Source: an optimization exercise on an open RTL-to-GDS flow (aim: small area). Production flows keep margins and buffers that such runs may drop.
Only simulation tests tie the RTL to the original design; equivalence was not proved.
Power and IR drop assume default switching activity.

## config.mk

```make
export PLATFORM = sky130hd
export DESIGN_NAME = owir
export DESIGN_NICKNAME = owir
export VERILOG_FILES = /design/flow/design.v
export SDC_FILE = /design/flow/constraint.sdc
export NUM_CORES = 4
export LEC_CHECK = 0
export CAP_MARGIN = 20
export CORE_MARGIN = 2
export CORE_UTILIZATION = 40
export SLEW_MARGIN = 20
```

## constraint.sdc

```tcl
create_clock -name core_clock -period 10.0 [get_ports {clk}]
set_input_delay 2.0000 -clock core_clock [delete_from_list [all_inputs] [get_ports {clk}]]
set_output_delay 2.0000 -clock core_clock [all_outputs]
set_load 0.01 [all_outputs]
```

## design.v

```verilog
module owir_sync #(
    parameter WIDTH  = 1,
    parameter STAGES = 2,
    parameter [WIDTH-1:0] RESET_VAL = {WIDTH{1'b1}}
) (
    input  wire             clk,
    input  wire             rst,
    input  wire [WIDTH-1:0] d,
    output wire [WIDTH-1:0] q
);
    reg [WIDTH-1:0] stage [0:STAGES-1];
    integer i;
    always @(posedge clk) begin
        if (rst) begin
            for (i = 0; i < STAGES; i = i + 1)
                stage[i] <= RESET_VAL;
        end else begin
            stage[0] <= d;
            for (i = 1; i < STAGES; i = i + 1)
                stage[i] <= stage[i-1];
        end
    end
    assign q = stage[STAGES-1];
endmodule
module owir_onewire #(
    parameter CLK_PER_US = 1,
    parameter T_RSTL_US  = 480,
    parameter T_MSP_US   = 40,
    parameter T_PRES_US  = 300,
    parameter T_W1L_US   = 5,
    parameter T_W1R_US   = 56,
    parameter T_W0L_US   = 60,
    parameter T_W0R_US   = 1,
    parameter T_RL_US    = 1,
    parameter T_RS_US    = 10,
    parameter T_RREST_US = 50,
    parameter CW         = 9           
) (
    input  wire        clk,
    input  wire        rst,
    input  wire        cmd_wr,        
    input  wire [15:0] cmd_v,
    input  wire        line,          
    output reg  [1:0]  role,
    output reg         idle_high,
    output reg         busy,
    output reg  [2:0]  op,
    output reg  [2:0]  bitno,
    output reg  [1:0]  result,
    output reg  [7:0]  rdata,
    output wire        done_flag,     
    output wire        err_flag       
);
    localparam [CW-1:0] D_RSTL  = T_RSTL_US  * CLK_PER_US;
    localparam [CW-1:0] D_MSP   = T_MSP_US   * CLK_PER_US;
    localparam [CW-1:0] D_PRES  = T_PRES_US  * CLK_PER_US;
    localparam [CW-1:0] D_W1L   = T_W1L_US   * CLK_PER_US;
    localparam [CW-1:0] D_W1R   = T_W1R_US   * CLK_PER_US;
    localparam [CW-1:0] D_W0L   = T_W0L_US   * CLK_PER_US;
    localparam [CW-1:0] D_W0R   = T_W0R_US   * CLK_PER_US;
    localparam [CW-1:0] D_RL    = T_RL_US    * CLK_PER_US;
    localparam [CW-1:0] D_RS    = T_RS_US    * CLK_PER_US;
    localparam [CW-1:0] D_RREST = T_RREST_US * CLK_PER_US;
    localparam [1:0] ROLE_REL = 2'd0, ROLE_LOW = 2'd1, ROLE_HIGH = 2'd2;
    localparam [3:0] PH_NONE = 4'd0, PH_RST_LOW = 4'd1, PH_RST_REC = 4'd2,
                     PH_RST_PRES = 4'd3, PH_WR_LOW = 4'd4, PH_WR_REL = 4'd5,
                     PH_RD_LOW = 4'd6, PH_RD_SAMP = 4'd7, PH_RD_REST = 4'd8;
    localparam [2:0] OP_NOP = 3'd0, OP_RESET = 3'd1, OP_WRBIT = 3'd2, OP_RDBIT = 3'd3,
                     OP_WRBYTE = 3'd4, OP_RDBYTE = 3'd5, OP_DRVHI = 3'd6, OP_REL = 3'd7;
    reg [3:0]    phase;
    reg [CW-1:0] cnt;
    reg [7:0]    wdata;
    reg [7:0]    shift;
    reg          s1;
    wire       rsv_ok  = (cmd_v[7:3] == 5'd0);
    wire       accept  = cmd_wr && !busy && rsv_ok;
    wire [2:0] new_op  = cmd_v[2:0];
    wire       timed   = (new_op >= OP_RESET) && (new_op <= OP_RDBYTE);
    wire [7:0] new_wdata = (new_op == OP_WRBYTE) ? cmd_v[15:8] :
                           (new_op == OP_WRBIT)  ? {7'd0, cmd_v[8]} : wdata;
    wire       last    = busy && (cnt <= 1);
    wire       more_bits = (bitno < 3'd7);
    wire       cur_b   = wdata[bitno];
    wire       next_b  = wdata[bitno + 3'd1];
    wire finish = last && ((phase == PH_RST_PRES) ||
                           (phase == PH_WR_REL  && !(op == OP_WRBYTE && more_bits)) ||
                           (phase == PH_RD_REST && !(op == OP_RDBYTE && more_bits)));
    assign done_flag = finish;
    assign err_flag  = cmd_wr && (busy || !rsv_ok);
    always @(posedge clk) begin
        if (rst) begin
            role      <= ROLE_REL;
            idle_high <= 1'b0;
            busy      <= 1'b0;
            op        <= OP_NOP;
            phase     <= PH_NONE;
            cnt       <= {CW{1'b0}};
            bitno     <= 3'd0;
            wdata     <= 8'd0;
            shift     <= 8'd0;
            s1        <= 1'b0;
            result    <= 2'd0;
            rdata     <= 8'd0;
        end else begin
            if (busy) begin
                if (cnt > 1) begin
                    cnt <= cnt - 1'b1;
                end else begin
                    case (phase)
                        PH_RST_LOW: begin
                            phase <= PH_RST_REC; cnt <= D_MSP; role <= ROLE_REL;
                        end
                        PH_RST_REC: begin
                            s1 <= line;
                            phase <= PH_RST_PRES; cnt <= D_PRES; role <= ROLE_REL;
                        end
                        PH_RST_PRES: begin
                            if (!line)      result <= 2'd3;    
                            else if (!s1)   result <= 2'd1;    
                            else            result <= 2'd2;    
                        end
                        PH_WR_LOW: begin
                            phase <= PH_WR_REL; role <= ROLE_REL;
                            cnt <= cur_b ? D_W1R : D_W0R;
                        end
                        PH_WR_REL: begin
                            if (op == OP_WRBYTE && more_bits) begin
                                bitno <= bitno + 3'd1;
                                phase <= PH_WR_LOW; role <= ROLE_LOW;
                                cnt <= next_b ? D_W1L : D_W0L;
                            end
                        end
                        PH_RD_LOW: begin
                            phase <= PH_RD_SAMP; cnt <= D_RS; role <= ROLE_REL;
                        end
                        PH_RD_SAMP: begin
                            shift[bitno] <= line;
                            phase <= PH_RD_REST; cnt <= D_RREST; role <= ROLE_REL;
                        end
                        PH_RD_REST: begin
                            if (op == OP_RDBYTE && more_bits) begin
                                bitno <= bitno + 3'd1;
                                phase <= PH_RD_LOW; cnt <= D_RL; role <= ROLE_LOW;
                            end
                        end
                        default: ;
                    endcase
                    if (finish) begin
                        busy  <= 1'b0;
                        phase <= PH_NONE;
                        cnt   <= {CW{1'b0}};
                        role  <= idle_high ? ROLE_HIGH : ROLE_REL;
                        if (op == OP_RDBIT || op == OP_RDBYTE)
                            rdata <= shift;
                    end
                end
            end
            if (accept) begin
                case (new_op)
                    OP_DRVHI: begin
                        idle_high <= 1'b1; role <= ROLE_HIGH; op <= OP_DRVHI;
                    end
                    OP_REL: begin
                        idle_high <= 1'b0; role <= ROLE_REL; op <= OP_REL;
                    end
                    default: begin
                        if (timed) begin
                            busy  <= 1'b1;
                            op    <= new_op;
                            bitno <= 3'd0;
                            shift <= 8'd0;
                            wdata <= new_wdata;
                            role  <= ROLE_LOW;
                            if (new_op == OP_RESET) begin
                                result <= 2'd0;
                                phase  <= PH_RST_LOW;
                                cnt    <= D_RSTL;
                            end else if (new_op == OP_WRBIT || new_op == OP_WRBYTE) begin
                                phase  <= PH_WR_LOW;
                                cnt    <= new_wdata[0] ? D_W1L : D_W0L;
                            end else begin
                                phase  <= PH_RD_LOW;
                                cnt    <= D_RL;
                            end
                        end
                    end
                endcase
            end
        end
    end
endmodule
module owir_tick #(
    parameter SLOT_CYCLES     = 1000,
    parameter DEBOUNCE_WINDOW = 20,
    parameter HOLD_WINDOW     = 48,
    parameter DIV_W           = 10
) (
    input  wire        clk,
    input  wire        rst,
    input  wire        tick_en,
    input  wire        btn_en,
    input  wire [3:0]  btn,         
    output wire        beat,
    output reg  [15:0] beat_cnt,
    output reg  [3:0]  local_val,
    output reg  [15:0] hold,
    output wire [3:0]  db_nz,
    output wire        btn_flag     
);
    reg [DIV_W-1:0] div;
    reg [15:0]      db [0:3];
    reg [3:0]       btn_prev;
    assign beat = tick_en && (div == SLOT_CYCLES - 1);
    reg  [15:0] dbd [0:3];
    reg  [3:0]  honour;
    integer k;
    always @(*) begin
        for (k = 0; k < 4; k = k + 1) begin
            dbd[k]    = (beat && db[k] != 16'd0) ? db[k] - 16'd1 : db[k];
            honour[k] = btn_en && btn_prev[k] && !btn[k] && (dbd[k] == 16'd0);
        end
    end
    assign btn_flag = |honour;
    assign db_nz = {db[3] != 16'd0, db[2] != 16'd0, db[1] != 16'd0, db[0] != 16'd0};
    wire [15:0] hold_d  = (beat && hold != 16'd0) ? hold - 16'd1 : hold;
    wire [3:0]  local_d = (beat && hold_d == 16'd0) ? 4'd0 : local_val;
    wire [3:0] pressed_id = honour[0] ? 4'd1 :
                            honour[1] ? 4'd2 :
                            honour[2] ? 4'd3 : 4'd4;
    always @(posedge clk) begin
        if (rst) begin
            div       <= {DIV_W{1'b0}};
            beat_cnt  <= 16'd0;
            btn_prev  <= 4'hF;
            local_val <= 4'd0;
            hold      <= 16'd0;
            for (k = 0; k < 4; k = k + 1)
                db[k] <= 16'd0;
        end else begin
            if (!tick_en)
                div <= {DIV_W{1'b0}};
            else if (beat)
                div <= {DIV_W{1'b0}};
            else
                div <= div + 1'b1;
            if (beat)
                beat_cnt <= beat_cnt + 16'd1;
            btn_prev <= btn;
            for (k = 0; k < 4; k = k + 1)
                db[k] <= honour[k] ? DEBOUNCE_WINDOW[15:0] : dbd[k];
            if (btn_flag) begin
                local_val <= pressed_id;
                hold      <= HOLD_WINDOW[15:0];
            end else begin
                local_val <= local_d;
                hold      <= hold_d;
            end
        end
    end
endmodule
module owir_irtx #(
    parameter FRAME_PERIOD        = 12,
    parameter CARRIER_HALF_CYCLES = 13,
    parameter CAR_W               = 4
) (
    input  wire       clk,
    input  wire       rst,
    input  wire       tick_en,
    input  wire       tx_en,
    input  wire       beat,
    input  wire [3:0] local_val,
    output reg  [7:0] slot,
    output reg  [3:0] snap,
    output reg        frame_active,
    output reg        transmit,
    output wire       ir_tx_o
);
    reg [CAR_W-1:0] car_cnt;
    reg             car_phase;
    wire [7:0] q       = (slot == FRAME_PERIOD - 1) ? 8'd0 : slot + 8'd1;
    wire       start   = (q == 8'd0);
    wire [3:0] snap_n  = start ? local_val : snap;
    wire       fa_n    = start ? (tx_en && local_val != 4'd0) : frame_active;
    reg slot_on;
    always @(*) begin
        case (q)
            8'd0, 8'd5: slot_on = 1'b1;
            8'd1:       slot_on = !snap_n[3];
            8'd2:       slot_on = !snap_n[2];
            8'd3:       slot_on = !snap_n[1];
            8'd4:       slot_on = !snap_n[0];
            default:    slot_on = 1'b0;
        endcase
    end
    always @(posedge clk) begin
        if (rst) begin
            slot         <= FRAME_PERIOD - 1;
            snap         <= 4'd0;
            frame_active <= 1'b0;
            transmit     <= 1'b0;
            car_cnt      <= {CAR_W{1'b0}};
            car_phase    <= 1'b1;
        end else begin
            if (!tick_en) begin
                slot         <= FRAME_PERIOD - 1;
                transmit     <= 1'b0;
                frame_active <= 1'b0;
            end else if (beat) begin
                slot         <= q;
                snap         <= snap_n;
                frame_active <= fa_n;
                transmit     <= fa_n && slot_on;
            end
            if (!transmit) begin
                car_cnt   <= {CAR_W{1'b0}};
                car_phase <= 1'b1;
            end else if (car_cnt == CARRIER_HALF_CYCLES - 1) begin
                car_cnt   <= {CAR_W{1'b0}};
                car_phase <= !car_phase;
            end else begin
                car_cnt   <= car_cnt + 1'b1;
            end
        end
    end
    assign ir_tx_o = transmit && car_phase;
endmodule
module owir_irrx #(
    parameter RX_SLOT_CYCLES = 1000,
    parameter RX_HALF_CYCLES = 500,
    parameter SILENCE        = 24,
    parameter AGE_MAX        = 25,
    parameter RCW            = 10
) (
    input  wire       clk,
    input  wire       rst,
    input  wire       rx_en,
    input  wire       beat,
    input  wire       line,          
    output reg  [2:0] rx_state,
    output reg  [3:0] rx_acc,
    output reg  [3:0] peer_val,
    output reg        peer_valid,
    output reg  [7:0] age,
    output wire       rx_flag,       
    output wire       err_flag       
);
    localparam [2:0] S_IDLE = 3'd0, S_START = 3'd1, S_B0 = 3'd2, S_B1 = 3'd3,
                     S_B2 = 3'd4, S_B3 = 3'd5, S_MARK = 3'd6, S_STOP = 3'd7;
    reg           rx_prev;
    reg [RCW-1:0] rx_cnt;
    wire fall   = rx_prev && !line;
    wire firing = rx_en && (rx_state != S_IDLE) && (rx_cnt <= 1);
    assign rx_flag  = firing && (rx_state == S_STOP) && line;
    assign err_flag = firing && (((rx_state == S_START) && line) ||
                                 ((rx_state == S_STOP)  && !line));
    wire [7:0] age_d = (age >= AGE_MAX) ? AGE_MAX[7:0] : age + 8'd1;
    always @(posedge clk) begin
        if (rst) begin
            rx_prev    <= 1'b1;
            rx_state   <= S_IDLE;
            rx_cnt     <= {RCW{1'b0}};
            rx_acc     <= 4'd0;
            peer_val   <= 4'd0;
            peer_valid <= 1'b0;
            age        <= AGE_MAX[7:0];
        end else begin
            rx_prev <= line;
            if (beat) begin
                age <= age_d;
                if (age_d > SILENCE) begin
                    peer_val   <= 4'd0;
                    peer_valid <= 1'b0;
                end
            end
            if (!rx_en) begin
                rx_state <= S_IDLE;
                rx_cnt   <= {RCW{1'b0}};
            end else if (rx_state == S_IDLE) begin
                if (fall) begin
                    rx_state <= S_START;
                    rx_cnt   <= RX_HALF_CYCLES;
                    rx_acc   <= 4'd0;
                end
            end else if (rx_cnt > 1) begin
                rx_cnt <= rx_cnt - 1'b1;
            end else begin
                case (rx_state)
                    S_START: begin
                        if (!line) begin
                            rx_state <= S_B0;
                            rx_cnt   <= RX_SLOT_CYCLES;
                        end else begin
                            rx_state <= S_IDLE;
                            rx_cnt   <= {RCW{1'b0}};
                        end
                    end
                    S_B0, S_B1, S_B2, S_B3: begin
                        rx_acc   <= {rx_acc[2:0], line};
                        rx_cnt   <= RX_SLOT_CYCLES;
                        rx_state <= rx_state + 3'd1;
                    end
                    S_MARK: begin
                        rx_state <= S_STOP;
                        rx_cnt   <= RX_SLOT_CYCLES;
                    end
                    default: begin  
                        rx_state <= S_IDLE;
                        rx_cnt   <= {RCW{1'b0}};
                        if (line) begin
                            peer_val   <= rx_acc;
                            peer_valid <= 1'b1;
                            age        <= 8'd0;
                        end
                    end
                endcase
            end
        end
    end
endmodule
module owir (
    input  wire        clk,
    input  wire        rst,
    input  wire        bus_sel,
    input  wire        bus_we,
    input  wire [4:0]  bus_off,
    input  wire [15:0] bus_wdata,
    input  wire        bus_size,
    output reg  [15:0] bus_rdata,
    output wire        ow_oe,
    output wire        ow_o,
    input  wire        ow_i,
    output wire        ir_tx_o,
    input  wire        ir_rx_i,
    input  wire [3:0]  btn_i,
    output wire        irq_tick,
    output wire        irq_ow,
    output wire        irq_rx,
    output wire        irq_btn
);
    localparam FRAME_PERIOD = 12;
    localparam SILENCE      = 2 * FRAME_PERIOD;
    localparam AGE_MAX      = SILENCE + 1;
    wire ow_s, ir_s;
    wire [3:0] btn_s;
    owir_sync #(.WIDTH(6), .STAGES(2), .RESET_VAL(6'h3F)) u_sync (
        .clk(clk), .rst(rst),
        .d({btn_i, ir_rx_i, ow_i}),
        .q({btn_s, ir_s, ow_s})
    );
    wire [3:0] reg_idx = bus_off[4:1];
    wire       wr      = bus_sel && bus_we;
    wire       wr_ctrl = wr && (reg_idx == 4'd0);
    wire       wr_ifg  = wr && (reg_idx == 4'd1);
    wire       wr_cmd  = wr && (reg_idx == 4'd2);
    reg [15:0] ctrl;
    reg [5:0]  ifg;
    wire tick_en = ctrl[0];
    wire tx_en   = ctrl[1];
    wire rx_en   = ctrl[2];
    wire btn_en  = ctrl[3];
    wire        beat;
    wire [15:0] beat_cnt;
    wire [3:0]  local_val;
    wire [15:0] hold;
    wire [3:0]  db_nz;
    wire        btn_flag;
    owir_tick #(.SLOT_CYCLES(1000), .DEBOUNCE_WINDOW(20), .HOLD_WINDOW(48)) u_tick (
        .clk(clk), .rst(rst), .tick_en(tick_en), .btn_en(btn_en), .btn(btn_s),
        .beat(beat), .beat_cnt(beat_cnt), .local_val(local_val), .hold(hold),
        .db_nz(db_nz), .btn_flag(btn_flag)
    );
    wire [7:0] slot;
    wire [3:0] snap;
    wire       frame_active, transmit;
    owir_irtx #(.FRAME_PERIOD(FRAME_PERIOD), .CARRIER_HALF_CYCLES(13)) u_tx (
        .clk(clk), .rst(rst), .tick_en(tick_en), .tx_en(tx_en), .beat(beat),
        .local_val(local_val), .slot(slot), .snap(snap),
        .frame_active(frame_active), .transmit(transmit), .ir_tx_o(ir_tx_o)
    );
    wire [2:0] rx_state;
    wire [3:0] rx_acc, peer_val;
    wire       peer_valid;
    wire [7:0] age;
    wire       rx_flag, rx_err_flag;
    owir_irrx #(.RX_SLOT_CYCLES(1000), .RX_HALF_CYCLES(500),
                .SILENCE(SILENCE), .AGE_MAX(AGE_MAX)) u_rx (
        .clk(clk), .rst(rst), .rx_en(rx_en), .beat(beat), .line(ir_s),
        .rx_state(rx_state), .rx_acc(rx_acc), .peer_val(peer_val),
        .peer_valid(peer_valid), .age(age), .rx_flag(rx_flag), .err_flag(rx_err_flag)
    );
    wire [1:0] ow_role, ow_result;
    wire       ow_idle_high, ow_busy;
    wire [2:0] ow_op, ow_bit;
    wire [7:0] ow_rdata;
    wire       ow_done_flag, ow_err_flag;
    owir_onewire u_ow (
        .clk(clk), .rst(rst), .cmd_wr(wr_cmd), .cmd_v(bus_wdata), .line(ow_s),
        .role(ow_role), .idle_high(ow_idle_high), .busy(ow_busy), .op(ow_op),
        .bitno(ow_bit), .result(ow_result), .rdata(ow_rdata),
        .done_flag(ow_done_flag), .err_flag(ow_err_flag)
    );
    wire [5:0] ifg_set = {ow_err_flag, rx_err_flag, btn_flag, rx_flag, ow_done_flag, beat};
    wire [5:0] ifg_clr = wr_ifg ? bus_wdata[5:0] : 6'd0;
    always @(posedge clk) begin
        if (rst) begin
            ctrl <= 16'h0000;
            ifg  <= 6'd0;
        end else begin
            if (wr_ctrl)
                ctrl <= bus_wdata & 16'h0F0F;
            ifg <= (ifg & ~ifg_clr) | ifg_set;
        end
    end
    assign ow_oe = (ow_role != 2'd0);
    assign ow_o  = (ow_role == 2'd2);
    assign irq_tick = ifg[0] && ctrl[8];
    assign irq_ow   = ifg[1] && ctrl[9];
    assign irq_rx   = ifg[2] && ctrl[10];
    assign irq_btn  = ifg[3] && ctrl[11];
    always @(*) begin
        case (reg_idx)
            4'h0: bus_rdata = ctrl;
            4'h1: bus_rdata = {10'd0, ifg};
            4'h2: bus_rdata = 16'h0000;
            4'h3: bus_rdata = {2'b00, ow_bit, ow_op, 1'b0, ow_s, ow_result,
                               ow_idle_high, ow_role, ow_busy};
            4'h4: bus_rdata = {8'h00, ow_rdata};
            4'h5: bus_rdata = {5'd0, ir_tx_o, frame_active, transmit, snap, local_val};
            4'h6: bus_rdata = {7'd0, ir_s, rx_acc, 1'b0, rx_state};
            4'h7: bus_rdata = {age, 3'b000, peer_valid, peer_val};
            4'h8: bus_rdata = beat_cnt;
            4'h9: bus_rdata = {8'h00, slot};
            4'hA: bus_rdata = {4'h0, btn_s, 4'h0, db_nz};
            4'hB: bus_rdata = hold;
            default: bus_rdata = 16'h0000;
        endcase
    end
endmodule
```

## run.sh

```bash
#!/bin/bash
# synth_recipe.tcl (not shown) runs the flow's synth.tcl, then flattens the netlist and writes it again
# the make line also repeats each setting of config.mk as NAME=value (left out here)
make -C /OpenROAD-flow-scripts/flow DESIGN_CONFIG=/design/flow/config.mk WORK_HOME=/design/flow/orfs CLKGATE_MAP_FILE= SYNTH_SCRIPT=/design/flow/synth_recipe.tcl finish
```

==> impl_metrics.py <==
metrics = {
    "sta": {
        "worst_pin_slew_ns": 1.04,
        "max_slew_margin_pct": 30.8,
        "finalHoldViolCount": 0,
        "maxSlewViolCount": 0,
        "finalCriticalPeriod_ns": 7.15,
        "tns_ns": 0,
        "rsz0062_at_grt": "no",
        "period_share_pct": 71.5,
        "finalSetupViolCount": 0,
        "finalClockSkew_ns": 0.0107,
        "max_freq_mhz": 140,
    },
    "placement": {
        "place_congestion": 0.901,
        "post-dp-hpwl_microns": 27400,
        "io_buffers": 52,
        "dp_cells": 2115,
    },
    "detailed_routing": {
        "highest_layer": "met4",
        "routedWlPerCell_microns": 17.6,
        "drt-met1-wl_microns": 17300,
        "drt_iter0_drc": 1198,
        "route.antenna.remaining_nets": 0,
        "vias": 12428,
        "met3_length_microns": 2400,
        "met2WireLength_microns": 17400,
        "viasPerCell": 5.74,
        "wl_microns": 38200,
        "drtPass1Iterations": 6,
        "drc_errors": 0,
    },
    "pwr": {
        "p_sw_uw": 483,
        "p_int_mw": 1.64,
        "pwr-share-comb_pct": 3.8,
        "pwr-share-clk_pct": 51.0,
        "cellPowerDensity_nw_per_um2": 138,
        "seqPwrFrac_pct": 45.2,
        "leakage_nw": 5.59,
        "total_power_mw": 2.13,
        "peakVddDrop_mv": 0.123,
        "netSwitchingFraction_pct": 22.7,
    },
    "cts": {
        "cts_hold_buf": 0,
        "cts_max_path_buffers": 3,
        "clk_pin_slew_ns": 0.06,
        "cts_tree": "yes",
        "cts_buffers": 30,
        "clock_sinks": 239,
        "clock_latency_ns": 0.57,
        "postCtsSetupBuffers": 0,
        "ctsRootBufferMaster": "clkbuf_16",
        "ctsResizeCount": 0,
        "h-tree-depth": 1,
    },
    "floorplan": {
        "core_area_sq_um": 33600,
        "die_h_microns": 189,
        "ios": 55,
        "fp-row-count": 67,
        "die_area_sq_um": 35600,
        "die_w_microns": 189,
        "start_util_pct": 40.6,
    },
    "worst_setup_path": {
        "arrival_ns": 5.15,
        "r2r_slack_ns": 6.26,
        "crit_slowest_cell": "ha_1",
        "rr_worst_depth": 8,
        "cp_num_buf_inv": 4,
        "worstReg2RegEnd": "u_tick.db[3][0]$_SDFF_PP0_",
        "cp_cell_sequence": "clkdlybuf4s50_1 -> inv_1 -> ha_1 -> inv_1 -> nor2_1 -> o21ai_0 -> a31oi_1 -> clkdlybuf4s50_1",
        "path_class": "primary input to primary output",
        "crit_path_end_kind": "primary output",
        "cp_max_fo": 29,
        "critical-path-top-delay-family": "buffers and inverters",
        "crit_path_max_incr_delay_ns": 0.85,
        "r2r-start": "u_tick.db[3][6]$_SDFF_PP0_",
        "start_kind": "primary input",
        "cp.required_ns": 8.00,
    },
    "logic_synthesis": {
        "synth_top_area_share_pct": 35.0,
        "synth_warnings": 9,
        "yosys.area.top_type": "dfxtp_1",
        "ys_types": 102,
        "ys_seq_area_share_pct": 35.0,
        "synth_nets": 1762,
        "async_flop_share_pct": 0,
        "synth_area_leaders": "dfxtp_1 35%, nor2_1 6.6%, nand2_1 4.5%, a21oi_1 4.1%, ha_1 3.1%",
        "netlist_instances": 1696,
        "synth-edff-count": 0,
        "ys.flop_type": "dfxtp_1",
        "ys_ff_latch": 239,
        "synth.cell_area_sq_um": 13700,
        "syn_avg_cell_area_sq_um": 8.05,
    },
    "global_route": {
        "grt_pass1_vias": 11470,
        "gr-total-overflow": 0,
        "grt_first_pass_wirelength_microns": 61200,
        "grt_start_max_net_pins": 69,
        "grtUsageTotal_pct": 21.0,
        "antenna_found_initial": 0,
    },
    "layout": {
        "drive_gt1_share_pct": 9.31,
        "fillers": 3326,
        "areaGrowthSynthToFinish_pct": 12.6,
        "stdcell_count": 2167,
        "nets": 1765,
        "diodes": 0,
    },
    "outcome": {
        "outcome": "no timing/DRC/antenna violations",
    },
    "flow_run": {
        "timing.max_cap.violations": 0,
    },
    "min_path": {
        "hold_depth": 1,
        "hold_path.class": "flip-flop to flip-flop",
        "min_from": "u_sync.stage[0][4]$_SDFF_PP1_",
        "hold_end": "u_sync.stage[1][4]$_SDFF_PP1_",
    },
}
[area by class of cell]
class | count | area [sq um] | share of cell area [%]
Clock buffer | 43 | 881 | 5.73
Clock inverter | 9 | 106 | 0.691
Inverter | 49 | 184 | 1.20
Multi-Input combinational cell | 1317 | 8280 | 53.8
Sequential cell | 239 | 4780 | 31.1
Tap cell | 448 | 561 | 3.64
Timing Repair Buffer | 62 | 588 | 3.82
[flip-flops by register name, summed over array words and instances (netlist names), 6 cells and up]
signal,flops
u_tick.div,10
u_rx.age,8
ctrl,7
u_ow.shift,8
ifg,6
u_rx.rx_cnt,10
u_tick.beat_cnt,16
u_tx.slot,8
u_ow.cnt,9
u_tick.db,64
u_tick.hold,16
u_ow.wdata,8
u_ow.rdata,8
u_sync.stage,12
[power by group through the flow]
stage               registers [mW]  clock network [mW]  logic (mW)
finish                       0.961                1.08      0.0813
global route                 0.961                1.15      0.0878
global placement             0.982                   0      0.0801
floorplan                    0.978                   0      0.0507
detailed placement           0.982                   0      0.0804
CTS                          0.961                1.11      0.0808
[cells in the mapped netlist (19+ instances only)]
cell,count
a21oi_1,111
a22oi_1,25
and2_1,19
clkbuf_1,70
dfxtp_1,239
ha_1,34
inv_1,47
mux2_2,20
mux2i_1,34
nand2_1,164
nand3_1,54
nand4_1,28
nor2_1,239
nor2b_1,20
nor3_1,59
nor4_1,32
o21ai_0,67
or2_2,26
or3_1,23
xnor2_1,47
xor2_1,45
[per-layer routing]
metal  vias to the layer above  track usage [%]
li1                       6106                -
met1                      5900             28.7
met2                       347             33.8
met3                        75             3.73
met4                         0             6.58
met5                         -                0
[stage by stage]
step                cell area, sq um  utilization [%]  hold WS [ns]  worst slack, ns
floorplan                      13700                -         0.389             4.54
global placement               14400             42.8         0.395             3.05
detailed placement             14400             42.8         0.396             2.99
CTS                            15400             45.8         0.409             2.98
global route                   15400             45.8         0.417             2.76
finish                         15400             45.8         0.410             2.85
[cells in the final DEF (no fill, tap or decap), drive strengths merged, types with 30 or more instances in the layout]
master	Yosys	routed
a21oi	117	117
clkbuf	72	43
clkdlybuf4s50	0	50
dfxtp	239	239
ha	34	34
inv	48	49
mux2i	34	34
nand2	164	164
nand3	58	58
nand4	30	30
nor2	240	240
nor3	72	72
nor4	36	36
o21ai	69	69
xnor2	47	47
xor2	45	45
[logic make-up after synthesis]
kind of cell | count (synthesis) | share of synthesized area (%)
and+or+nand+nor | 788 | 29.9
AOI/OAI and AO/OA | 343 | 16.5
DFF | 239 | 35.0
buffers and inverters | 140 | 4.42
xor gates and xnor gates | 92 | 5.90
muxes | 60 | 5.13
adders and majority gates | 34 | 3.11
[how the worst max path moves through the flow]
stage / from / end / cells after the start
after floorplan: bus_off[1] / bus_rdata[2] / 7
after global placement: bus_off[3] / bus_rdata[2] / 8
after detailed placement: bus_off[3] / bus_rdata[2] / 8
after CTS: bus_off[3] / bus_rdata[2] / 8
after global routing: bus_off[3] / bus_rdata[2] / 8
final: bus_off[3] / bus_rdata[2] / 8

[afterwards: timing with drivers on the ports]
No port has a modelled driver above. Below, the same layout with a new extraction and two added sets of constraints.
Step 1, drivers: a clkbuf_16 drives clk and a buf_2 each remaining input, both assumed.
Step 2, shift: input delay + t, output delay - t, t = (earliest + latest rising clock arrival at the registers) / 2. This alone moves slack from input paths to output paths.
a / b / c = ideal ports / drivers / drivers and shift; a / b = the first two.
shift t [ns]: 0.613
setup slack, ns: 2.849 / 2.823 / 2.823
latest minus earliest clock arrival (ns): 0.011 / 0.012
worst register clock-pin slew, ns: 0.06 / 0.06
After both steps this run still meets setup and hold. For this run, drivers alone change the setup slack by -0.026 ns; drivers and shift together by -0.026 ns.
